This is an optimization exercise on Yosys and OpenROAD, whose aim is small area, not a production implementation. The RTL was checked by simulation tests, not by an equivalence proof against the original design. Power and IR drop assume default switching activity.

==> ember <==
==> flow/design.v <==
module cabe_encoder (
    input  wire        clk,
    input  wire        rst,         
    input  wire        start,
    input  wire [9:0]  cfg_w,       
    input  wire [15:0] cfg_h,       
    input  wire [31:0] cfg_cap,     
    input  wire        pix_valid,
    input  wire        pix_data,
    output wire        pix_ready,
    output wire        ob_we,
    output wire [31:0] ob_addr,
    output wire        ob_wdata,
    input  wire        ob_rdata,    
    output wire        done,
    output wire [31:0] keys,
    output wire [31:0] bitlen,
    output wire        trunc
);
    localparam DW = 3;               
    localparam RL = 27 / DW;         
    localparam [4:0] VS1 = (RL == 27) ? 5'd19 : 5'd25;
    localparam [4:0] VS2 = 5'd5;
    localparam S_IDLE  = 4'd0;
    localparam S_P1    = 4'd1;
    localparam S_KG    = 4'd2;
    localparam S_DONE  = 4'd3;
    localparam S_P2    = 4'd8;
    localparam S_EMIT  = 4'd9;
    localparam S_EMIT1 = 4'd10;     
    localparam S_FLUSH = 4'd11;
    localparam S_MISS  = 4'd12;     
    localparam S_CB0   = 4'd13;     
    localparam S_CB    = 4'd14;     
    localparam S_CF    = 4'd15;     
    reg [3:0]  state;
    reg [31:0] keys_r;
    reg [28:0] bitlen_r;             
    reg [7:0]  a_r;
    reg [7:0]  c_r;
    reg [2:0]  cnt;
    reg        trunc_r;
    wire in_p1  = (state == S_P1);
    wire in_kg  = (state == S_KG);
    wire in_p2  = (state == S_P2);
    wire pass2  = state[3];
    wire in_miss  = (state == S_MISS);
    wire in_emit1 = (state == S_EMIT1);
    wire wrbit  = (state == S_EMIT) || (state == S_FLUSH) || in_emit1;    
    wire in_cb0 = (state == S_CB0);
    wire in_cb  = (state == S_CB);
    wire in_cf  = (state == S_CF);
    wire carry_s = in_cb0 || in_cb || in_cf;                              
    localparam APW = (RL > 16) ? 5 : 4;
    reg  [APW-1:0] ap;               
    wire ap_end = (ap == RL - 1);
    wire ap0    = (ap == 0);
    always @(posedge clk)
        if (rst || ap_end) ap <= 0;
        else               ap <= ap + 1'b1;
    reg  [4:0] vp;                   
    always @(posedge clk)
        if (rst) vp <= 5'd0;
        else     vp <= vp + (pass2 ? VS2 : VS1);
    reg [9:0]  w_r;
    reg [15:0] h_r;
    reg [28:0] cap_r;                
    reg        cap_big;              
    reg [9:0]  x;
    reg [15:0] y;
    reg        lastcol;              
    reg        lastup;               
    reg [2:0]  acc_key;              
    reg        acc_col;
    reg        pend;
    reg        lastacc;              
    wire [9:0]  x_inc  = x + 10'd1;
    wire [15:0] y_inc  = y + 16'd1;
    wire        last_x = (x_inc == w_r);
    wire        last_y = (y_inc == h_r);
    wire        xz     = (x == 10'd0);
    wire        row0   = (y == 16'd0);
    wire        w1     = (w_r == 10'd1);
    wire [4:0]  ring = x[9:5];
    wire [19:0] rb_head;
    wire        accept;
    genvar g;
    generate
        for (g = 0; g < 20; g = g + 1) begin : RB
            reg [31:0] r;
            always @(posedge clk)
                r <= {(accept && ring == g) ? pix_data : r[0], r[31:1]};
            assign rb_head[g] = r[0];
        end
    endgenerate
    wire up  = !row0 && (w1 ? lastcol : rb_head[ring]);
    wire [2:0] key = {!xz && lastcol, up, !xz && lastup};
    wire take1    = in_p1 && ap_end;
    wire take2;                      
    wire acc_free = !pend || take1 || take2;
    wire slot_ok  = w1 || (vp == x[4:0]);
    assign pix_ready = (in_p1 || pass2) && !lastacc && acc_free && slot_ok;
    assign accept    = pix_valid && pix_ready;
    reg [2:0] prev_key;
    reg       prev_col;
    reg [2:0] ft;                    
    reg       df;                    
    reg       busy;                  
    reg       first;                 
    reg       cyA, cyS, cyD;
    wire [DW-1:0] avg_h0 [0:7];
    wire          avg_h1 [0:7];
    wire [DW-1:0] dd_h0  [0:7];
    wire [DW-1:0] dd_in  [0:7];
    wire [DW-1:0] avg_in [0:7];
    wire [DW-1:0] st_h0;
    wire [26:0]   av7   = {keys_r[31:27], bitlen_r[28:27], a_r, c_r, cnt, trunc_r};
    wire [26:0]   av7_n = {avg_in[7], av7[26:DW]};
    wire          ring_mode = in_p1 || (in_kg && ft == 3'd7);
    wire [2:0]    dsel  = in_kg ? ft : prev_key;
    wire [DW-1:0] a_dig = avg_h0[ft];
    wire          a_nxt = avg_h1[ft];
    wire [DW-1:0] d_dig = dd_h0[dsel];
    wire [DW:0]   a_cat = {a_nxt & !ap_end, a_dig};
    wire [DW-1:0] aold  = first ? {DW{1'b0}} : a_cat[DW:1];
    wire [DW-1:0] sold  = first ? {DW{1'b0}} : st_h0;
    wire [DW-1:0] dold  = first ? {DW{1'b0}} : d_dig;
    wire          cA    = !ap0 && cyA;
    wire [DW:0]   asum  = aold + sold + cA;
    wire          cS    = ap0 || cyS;
    wire [DW:0]   sinc  = sold + cS;
    wire [DW-1:0] snew  = df ? {{(DW-1){1'b0}}, ap0} : sinc[DW-1:0];
    wire [DW-1:0] dlt   = {DW{prev_col}} | {{(DW-1){1'b0}}, ap0};
    wire          cD    = !ap0 && cyD;
    wire [DW:0]   dsum  = dold + dlt + cD;
    always @(posedge clk) begin
        cyA <= asum[DW];
        cyS <= sinc[DW];
        cyD <= dsum[DW];
    end
    wire clr = busy && first;
    genvar k;
    generate
        for (k = 0; k < 8; k = k + 1) begin : CTX
            assign avg_in[k] = (busy && df && ft == k) ? asum[DW-1:0] : (clr ? {DW{1'b0}} : avg_h0[k]);
            if (k < 7) begin : AR
                reg [DW*RL-1:0] avg;
                always @(posedge clk)
                    avg <= {avg_in[k], avg[DW*RL-1:DW]};
                assign avg_h0[k] = avg[DW-1:0];
                assign avg_h1[k] = avg[DW];
            end else begin : ARB
                assign avg_h0[k] = av7[DW-1:0];
                assign avg_h1[k] = av7[DW];
            end
            assign dd_in[k]  = (busy && prev_key == k) ? dsum[DW-1:0] : (clr ? {DW{1'b0}} : dd_h0[k]);
            if (k < 7) begin : DR
                reg [DW*RL-1:0] dd;
                always @(posedge clk)
                    dd <= {dd_in[k], dd[DW*RL-1:DW]};
                assign dd_h0[k] = dd[DW-1:0];
            end else begin : DRB
                assign dd_h0[k] = bitlen_r[DW-1:0];
            end
        end
    endgenerate
    assign st_h0 = keys_r[DW-1:0];
    wire [3:0] tq = y[3:0];
    wire       hi = y[4];
    wire       nz = y[5];
    wire       hi_f = hi || (|a_dig);
    wire       nz_f = nz || (|d_dig);
    wire       kcol = !d_dig[DW-1] && nz_f;
    wire [3:0] tq1  = tq + 4'd1;
    wire [2:0] ksh  = (hi_f || tq == 4'd15) ? 3'd7 :
                      (tq == 4'd0)          ? 3'd1 : tq1[3:1];
    wire [3:0] kt_nib   = keys_r[31:28];
    wire [2:0] kt_shift = kt_nib[3:1];
    wire       hit      = (acc_col == kt_nib[0]);
    reg        scy, sbw;
    wire [3:0] ts       = {cnt[1:0], 1'b0} + {1'b0, kt_shift};
    wire [8:0] a_ext    = {1'b0, a_r};
    wire [1:0] rb2      = {!ts[3] && ts != 4'd7 && a_ext[kt_shift + 4'd1], !ts[3] && a_r[kt_shift]};
    wire [2:0] csum     = {1'b0, c_r[1:0]} + {1'b0, rb2} + {2'b00, scy};
    wire [2:0] adif     = {1'b0, a_r[1:0]} - {1'b0, rb2} - {2'b00, sbw};
    wire       c_co     = csum[2];
    wire       a_bo     = adif[2];
    wire       mlast    = in_miss && (cnt[1:0] == 2'd3);
    wire        room    = cap_big || (bitlen_r != cap_r);    
    wire        pz      = (bitlen_r == 29'd0);
    assign      take2   = in_p2 && pend && (ft == acc_key);
    wire        krot    = pass2 && !in_miss && !(take2 && !hit) && !((state == S_FLUSH) && ft == 3'd0);
    wire        cstart  = mlast && c_co && !pz;
    wire        back    = (in_cb0 || in_cb) && ob_rdata && !pz;
    wire        cwr     = (in_cb0 && !back) || in_cb || (in_cf && ob_rdata);
    wire        bl_dec  = cstart || back;
    wire        bl_inc  = (wrbit && room) || (carry_s && !back);
    wire [28:0] bl_tog;
    assign bl_tog[0] = bl_dec || bl_inc;
    genvar bi;
    generate
        for (bi = 1; bi < 29; bi = bi + 1) begin : BLT
            assign bl_tog[bi] = bl_tog[bi-1] && (bitlen_r[bi-1] ^ bl_dec);
        end
    endgenerate
    wire [28:0] bl_next = bitlen_r ^ bl_tog;
    assign ob_we    = (wrbit && room) || cwr;
    assign ob_addr  = {3'b000, bitlen_r};
    assign ob_wdata = carry_s ? !ob_rdata : c_r[7];
    assign done   = (state == S_DONE);
    assign keys   = keys_r;
    assign bitlen = {3'b000, bitlen_r};
    assign trunc  = trunc_r;
    always @(posedge clk) begin
        if (in_p1 || in_kg)
            bitlen_r <= (in_kg && ft != 3'd7) ? {5'd0, bitlen_r[DW*RL-1:DW]}
                                              : {av7_n[21:20], dd_in[7], bitlen_r[DW*RL-1:DW]};
        else
            bitlen_r <= bl_next;
        if (ring_mode)
            {a_r, c_r, cnt, trunc_r} <= av7_n[19:0];
        pend     <= accept || (pend && !take1 && !take2);
        if (in_kg) begin
            if (ap0) y[2:0] <= a_dig;
            if (ap == 1) y[3] <= a_dig[0];
            y[4] <= !ap0 && (hi || (|a_dig[2:1]) || (ap != 1 && a_dig[0]));
            y[5] <= (!ap0 && nz) || (|d_dig);
        end
        if (accept) begin
            acc_key <= key;
            acc_col <= pix_data;
            lastcol <= pix_data;
            lastup  <= up;
            if (last_x) begin
                x       <= 10'd0;
                y       <= last_y ? 16'd0 : y_inc;
                lastacc <= last_y;
            end else begin
                x       <= x_inc;
            end
        end
        if (in_kg && ap_end)
            keys_r <= {ksh, kcol, keys_r[31:4]};
        else if (krot)
            keys_r <= {keys_r[3:0], keys_r[31:4]};
        else if (ring_mode)
            keys_r <= {av7_n[26:22], busy ? snew : keys_r[DW-1:0], keys_r[DW*RL-1:DW]};
        if (krot) ft <= ft - 3'd1;
        if (wrbit) begin
            if (!room) trunc_r <= 1'b1;
            c_r <= {c_r[6:0], 1'b0};
            cnt <= cnt - 3'd1;
        end
        if (in_emit1)
            a_r <= {a_r[6:0], 1'b0};
        if (in_miss) begin
            a_r <= {adif[1:0], a_r[7:2]};
            c_r <= {csum[1:0], c_r[7:2]};
            cnt <= cnt + 3'd1;
        end
        scy <= in_miss && c_co;
        sbw <= in_miss && a_bo;
        if (rst) begin
            state <= S_IDLE;
        end else begin
            case (state)
                S_IDLE, S_DONE: begin
                    if (start) begin
                        w_r      <= cfg_w;
                        h_r      <= cfg_h;
                        cap_r    <= cfg_cap[28:0];
                        cap_big  <= |cfg_cap[31:29];
                        x        <= 10'd0;
                        y        <= 16'd0;
                        prev_key <= 3'd0;
                        prev_col <= 1'b0;
                        pend     <= 1'b0;
                        busy     <= 1'b0;
                        first    <= 1'b1;
                        lastacc  <= 1'b0;
                        state    <= S_P1;
                    end
                end
                S_P1: begin
                    if (ap_end) begin
                        busy <= pend;
                        if (pend) begin
                            ft       <= prev_key;
                            df       <= (acc_key != prev_key) && (acc_col == prev_col);
                            prev_key <= acc_key;
                            prev_col <= acc_col;
                        end
                        if (busy) first <= 1'b0;
                        if (lastacc && !pend) begin
                            ft    <= 3'd7;
                            state <= S_KG;
                        end
                    end
                end
                S_KG: begin
                    if (ap_end) begin
                        ft <= ft - 3'd1;
                        if (ft == 3'd0) begin
                            ft       <= 3'd0;
                            y        <= 16'd0;
                            a_r      <= 8'hFF;
                            c_r      <= 8'h00;
                            trunc_r  <= 1'b0;
                            lastacc  <= 1'b0;
                            state    <= S_P2;
                        end
                    end
                end
                S_P2: begin
                    if (take2) begin
                        if (hit) begin
                            a_r   <= a_r & (8'hFF << kt_shift);
                            cnt   <= kt_shift;
                            state <= S_EMIT;
                        end else begin
                            cnt   <= 3'd0;
                            state <= S_MISS;
                        end
                    end else if (!pend && lastacc) begin
                        cnt   <= 3'd0;           
                        state <= S_FLUSH;
                    end
                end
                S_MISS: begin
                    if (cnt[1:0] == 2'd3) begin
                        if (c_co && !pz)
                            state <= S_CB0;
                        else if (!adif[1])
                            state <= S_EMIT1;
                        else
                            state <= S_P2;
                    end
                end
                S_EMIT1: state <= S_P2;
                S_CB0, S_CB, S_CF: begin
                    if (in_cf ? ob_rdata : !back) begin
                        if (in_cb) begin
                            state <= S_CF;
                        end else if (!a_r[7]) begin
                            state <= S_EMIT1;
                        end else begin
                            state <= S_P2;
                        end
                    end else if (in_cb0) begin
                        state <= S_CB;
                    end
                end
                S_EMIT: if (cnt == 3'd1) state <= S_P2;
                S_FLUSH: if (cnt == 3'd1) state <= S_DONE;
                default: state <= S_IDLE;
            endcase
        end
    end
endmodule
==> flow/flow/run.sh <==
#!/bin/bash
# The standard layout (standard.sh: ORFS synthesis through finish), with one
# change: the buffers that global placement puts on every input and output port
# are the smallest buffer cell instead of the flow's default choice.
set -euo pipefail
export BUFFER_PORTS_ARGS="-buffer_cell sky130_fd_sc_hd__buf_1"
bash standard.sh > make_finish.log 2>&1
==> flow/standard.sh <==
#!/bin/bash
# synth_recipe.tcl (not shown) runs the flow's synth.tcl, then flattens the netlist and writes it again
# the make line also repeats each setting of config.mk as NAME=value (left out here)
make -C /OpenROAD-flow-scripts/flow DESIGN_CONFIG=/design/flow/config.mk WORK_HOME=/design/flow/orfs CLKGATE_MAP_FILE= SYNTH_SCRIPT=/design/flow/synth_recipe.tcl "${@:-finish}"
==> flow/config.mk <==
export PLATFORM = sky130hd
export DESIGN_NAME = cabe_encoder
export DESIGN_NICKNAME = cabe_encoder
export VERILOG_FILES = /design/flow/design.v
export SDC_FILE = /design/flow/constraint.sdc
export NUM_CORES = 4
export LEC_CHECK = 0
export ABC_AREA = 1
export CAP_MARGIN = 20
export CORE_MARGIN = 2
export CORE_UTILIZATION = 70
export CTS_CLUSTER_DIAMETER = 100
export CTS_CLUSTER_SIZE = 28
export SLEW_MARGIN = 20
==> flow/constraint.sdc <==
create_clock -name core_clock -period 12.0 [get_ports {clk}]
set_input_delay 2.4000 -clock core_clock [delete_from_list [all_inputs] [get_ports {clk}]]
set_output_delay 2.4000 -clock core_clock [all_outputs]
set_load 0.01 [all_outputs]
==> onyx (differences from ember) <==
--- a/flow/design.v
+++ b/flow/design.v
@@ -22,3 +22,3 @@
     localparam [4:0] VS1 = (RL == 27) ? 5'd19 : 5'd25;
-    localparam [4:0] VS2 = 5'd5;
+    localparam [4:0] VS2 = 5'd25;
     localparam S_IDLE  = 4'd0;
@@ -180,5 +180,6 @@
     reg        scy, sbw;
-    wire [3:0] ts       = {cnt[1:0], 1'b0} + {1'b0, kt_shift};
+    reg  [2:0] ms;                   
+    wire [3:0] ts       = {cnt[1:0], 1'b0} + {1'b0, ms};
     wire [8:0] a_ext    = {1'b0, a_r};
-    wire [1:0] rb2      = {!ts[3] && ts != 4'd7 && a_ext[kt_shift + 4'd1], !ts[3] && a_r[kt_shift]};
+    wire [1:0] rb2      = {!ts[3] && ts != 4'd7 && a_ext[ms + 4'd1], !ts[3] && a_r[ms]};
     wire [2:0] csum     = {1'b0, c_r[1:0]} + {1'b0, rb2} + {2'b00, scy};
@@ -191,3 +192,3 @@
     assign      take2   = in_p2 && pend && (ft == acc_key);
-    wire        krot    = pass2 && !in_miss && !(take2 && !hit) && !((state == S_FLUSH) && ft == 3'd0);
+    wire        krot    = pass2 && !((state == S_FLUSH) && ft == 3'd0);
     wire        cstart  = mlast && c_co && !pz;
@@ -321,2 +322,3 @@
                             cnt   <= 3'd0;
+                            ms    <= kt_shift;
                             state <= S_MISS;
==> amber (differences from ember) <==
--- a/flow/design.v
+++ b/flow/design.v
@@ -22,3 +22,3 @@
     localparam [4:0] VS1 = (RL == 27) ? 5'd19 : 5'd25;
-    localparam [4:0] VS2 = 5'd5;
+    localparam [4:0] VS2 = 5'd25;
     localparam S_IDLE  = 4'd0;
@@ -26,11 +26,9 @@
     localparam S_KG    = 4'd2;
-    localparam S_DONE  = 4'd3;
-    localparam S_P2    = 4'd8;
-    localparam S_EMIT  = 4'd9;
-    localparam S_EMIT1 = 4'd10;     
-    localparam S_FLUSH = 4'd11;
-    localparam S_MISS  = 4'd12;     
-    localparam S_CB0   = 4'd13;     
-    localparam S_CB    = 4'd14;     
-    localparam S_CF    = 4'd15;     
+    localparam S_P2    = 4'd3;
+    localparam S_EMIT  = 4'd4;
+    localparam S_FLUSH = 4'd5;
+    localparam S_CB0   = 4'd6;      
+    localparam S_CB    = 4'd7;      
+    localparam S_CF    = 4'd8;      
+    localparam S_DONE  = 4'd9;
     reg [3:0]  state;
@@ -45,6 +43,5 @@
     wire in_p2  = (state == S_P2);
-    wire pass2  = state[3];
-    wire in_miss  = (state == S_MISS);
-    wire in_emit1 = (state == S_EMIT1);
-    wire wrbit  = (state == S_EMIT) || (state == S_FLUSH) || in_emit1;    
+    wire pass2  = (state == S_P2) || (state == S_EMIT) || (state == S_FLUSH) ||
+                  (state == S_CB0) || (state == S_CB) || (state == S_CF);
+    wire wrbit  = (state == S_EMIT) || (state == S_FLUSH);
     wire in_cb0 = (state == S_CB0);
@@ -52,3 +49,3 @@
     wire in_cf  = (state == S_CF);
-    wire carry_s = in_cb0 || in_cb || in_cf;                              
+    wire carry_s = in_cb0 || in_cb || in_cf;
     localparam APW = (RL > 16) ? 5 : 4;
@@ -167,5 +164,21 @@
     assign st_h0 = keys_r[DW-1:0];
-    wire [3:0] tq = y[3:0];
-    wire       hi = y[4];
-    wire       nz = y[5];
+    reg [3:0] tq;                    
+    reg       hi;                    
+    reg       nz;                    
+    generate
+        if (DW == 1) begin : KG1
+            always @(posedge clk) begin
+                if (ap < 4) tq[ap[1:0]] <= a_dig[0];
+                hi <= !ap0 && (hi || (ap >= 4 && a_dig[0]));
+            end
+        end else begin : KG3
+            always @(posedge clk) begin
+                if (ap0) tq[2:0] <= a_dig[2:0];
+                if (ap == 1) tq[3] <= a_dig[0];
+                hi <= !ap0 && (hi || (|a_dig[DW-1:1]) || (ap != 1 && a_dig[0]));
+            end
+        end
+    endgenerate
+    always @(posedge clk)
+        nz <= (!ap0 && nz) || (|d_dig);
     wire       hi_f = hi || (|a_dig);
@@ -179,11 +192,5 @@
     wire       hit      = (acc_col == kt_nib[0]);
-    reg        scy, sbw;
-    wire [3:0] ts       = {cnt[1:0], 1'b0} + {1'b0, kt_shift};
-    wire [8:0] a_ext    = {1'b0, a_r};
-    wire [1:0] rb2      = {!ts[3] && ts != 4'd7 && a_ext[kt_shift + 4'd1], !ts[3] && a_r[kt_shift]};
-    wire [2:0] csum     = {1'b0, c_r[1:0]} + {1'b0, rb2} + {2'b00, scy};
-    wire [2:0] adif     = {1'b0, a_r[1:0]} - {1'b0, rb2} - {2'b00, sbw};
-    wire       c_co     = csum[2];
-    wire       a_bo     = adif[2];
-    wire       mlast    = in_miss && (cnt[1:0] == 2'd3);
+    wire [7:0] reduced  = a_r >> kt_shift;
+    wire [8:0] miss_sum = {1'b0, c_r} + {1'b0, reduced};
+    wire [7:0] miss_a   = a_r - reduced;
     wire        room    = cap_big || (bitlen_r != cap_r);    
@@ -191,4 +198,4 @@
     assign      take2   = in_p2 && pend && (ft == acc_key);
-    wire        krot    = pass2 && !in_miss && !(take2 && !hit) && !((state == S_FLUSH) && ft == 3'd0);
-    wire        cstart  = mlast && c_co && !pz;
+    wire        krot    = pass2 && !((state == S_FLUSH) && ft == 3'd0);
+    wire        cstart  = take2 && !hit && miss_sum[8] && !pz;
     wire        back    = (in_cb0 || in_cb) && ob_rdata && !pz;
@@ -215,4 +222,3 @@
         if (in_p1 || in_kg)
-            bitlen_r <= (in_kg && ft != 3'd7) ? {5'd0, bitlen_r[DW*RL-1:DW]}
-                                              : {av7_n[21:20], dd_in[7], bitlen_r[DW*RL-1:DW]};
+            bitlen_r <= {av7_n[21:20], dd_in[7], bitlen_r[DW*RL-1:DW]};
         else
@@ -222,8 +228,2 @@
         pend     <= accept || (pend && !take1 && !take2);
-        if (in_kg) begin
-            if (ap0) y[2:0] <= a_dig;
-            if (ap == 1) y[3] <= a_dig[0];
-            y[4] <= !ap0 && (hi || (|a_dig[2:1]) || (ap != 1 && a_dig[0]));
-            y[5] <= (!ap0 && nz) || (|d_dig);
-        end
         if (accept) begin
@@ -251,13 +251,5 @@
             c_r <= {c_r[6:0], 1'b0};
-            cnt <= cnt - 3'd1;
-        end
-        if (in_emit1)
             a_r <= {a_r[6:0], 1'b0};
-        if (in_miss) begin
-            a_r <= {adif[1:0], a_r[7:2]};
-            c_r <= {csum[1:0], c_r[7:2]};
-            cnt <= cnt + 3'd1;
+            cnt <= cnt - 3'd1;
         end
-        scy <= in_miss && c_co;
-        sbw <= in_miss && a_bo;
         if (rst) begin
@@ -304,5 +296,5 @@
                             ft       <= 3'd0;
-                            y        <= 16'd0;
                             a_r      <= 8'hFF;
                             c_r      <= 8'h00;
+                            bitlen_r <= 29'd0;
                             trunc_r  <= 1'b0;
@@ -316,3 +308,3 @@
                         if (hit) begin
-                            a_r   <= a_r & (8'hFF << kt_shift);
+                            a_r   <= reduced;
                             cnt   <= kt_shift;
@@ -320,4 +312,10 @@
                         end else begin
-                            cnt   <= 3'd0;
-                            state <= S_MISS;
+                            a_r <= miss_a;
+                            c_r <= miss_sum[7:0];
+                            if (miss_sum[8] && !pz) begin
+                                state <= S_CB0;
+                            end else if (!miss_a[7]) begin
+                                cnt   <= 3'd1;
+                                state <= S_EMIT;
+                            end
                         end
@@ -328,13 +326,2 @@
                 end
-                S_MISS: begin
-                    if (cnt[1:0] == 2'd3) begin
-                        if (c_co && !pz)
-                            state <= S_CB0;
-                        else if (!adif[1])
-                            state <= S_EMIT1;
-                        else
-                            state <= S_P2;
-                    end
-                end
-                S_EMIT1: state <= S_P2;
                 S_CB0, S_CB, S_CF: begin
@@ -344,3 +331,4 @@
                         end else if (!a_r[7]) begin
-                            state <= S_EMIT1;
+                            cnt   <= 3'd1;
+                            state <= S_EMIT;
                         end else begin
==> summary of the runs <==
- Of amber and onyx, amber has the higher clock power (gap about 2%, measured against onyx).
- Sequential share of layout area: amber < ember < onyx.
- In non-clock buffer count, amber and ember do not differ.
- In ember the register-to-register slack is worse than in onyx, by 0.16 ns.
- Against ember, the combinational power of onyx is lower by about 5%.
==> figures <==
	amber	onyx	ember
Status	no timing/DRC/antenna violations	no timing/DRC/antenna violations	no timing/DRC/antenna violations
Post-route clock skew	0.0266 ns	0.0269 ns	0.0269 ns
Post-route cell area	36900 sq um	36100 sq um	36100 sq um
Detailed-route wire length per cell	21.0 um	19.7 um	19.1 um
Design Power	9.55 mW	8.51 mW	8.60 mW
Non-clock buffer area fraction after layout	0.0179	0.0181	0.0183
Ratio of routed vias to standard cells	5.63	5.50	5.42
Cell depth of the worst setup path	20	7	7
Multi-input logic portion of the cell area	0.200	0.190	0.193
Post-Place Cell Area	35400 sq um	34700 sq um	34700 sq um
Clock power frac	0.212	0.232	0.231
Layout-to-synthesis area ratio	1.067x	1.070x	1.070x

what the ideal ports hide:
No port has a modelled driver above. Below, the same layouts with a new extraction and two added sets of constraints. Step 1 sets driving cells, clkbuf_16 on the clock port and buf_2 on the other inputs (assumed; they add their load-dependent delay and slew). Step 2, shift: input delay + t, output delay - t, t = (earliest + latest rising clock arrival at the registers) / 2. This alone moves slack from input paths to output paths. a / b / c = ideal / step 1 / step 2; a / b = the first two.
run	t, ns	setup WS [ns]	clock arrival spread, ns	worst register clock-pin slew, ns	worst slew at a driven data input, ns
ember	0.685	6.150 / 6.123 / 6.123	0.030 / 0.029	0.12 / 0.12	0.06
onyx	0.685	5.971 / 5.940 / 5.940	0.031 / 0.031	0.12 / 0.12	0.08
amber	0.694	6.126 / 6.126 / 6.126	0.031 / 0.031	0.12 / 0.12	0.07
After both steps setup and hold are still met in every run listed. The setup slack of onyx, which loses most, moves by -0.031 ns with the drivers and by -0.031 ns with both steps.
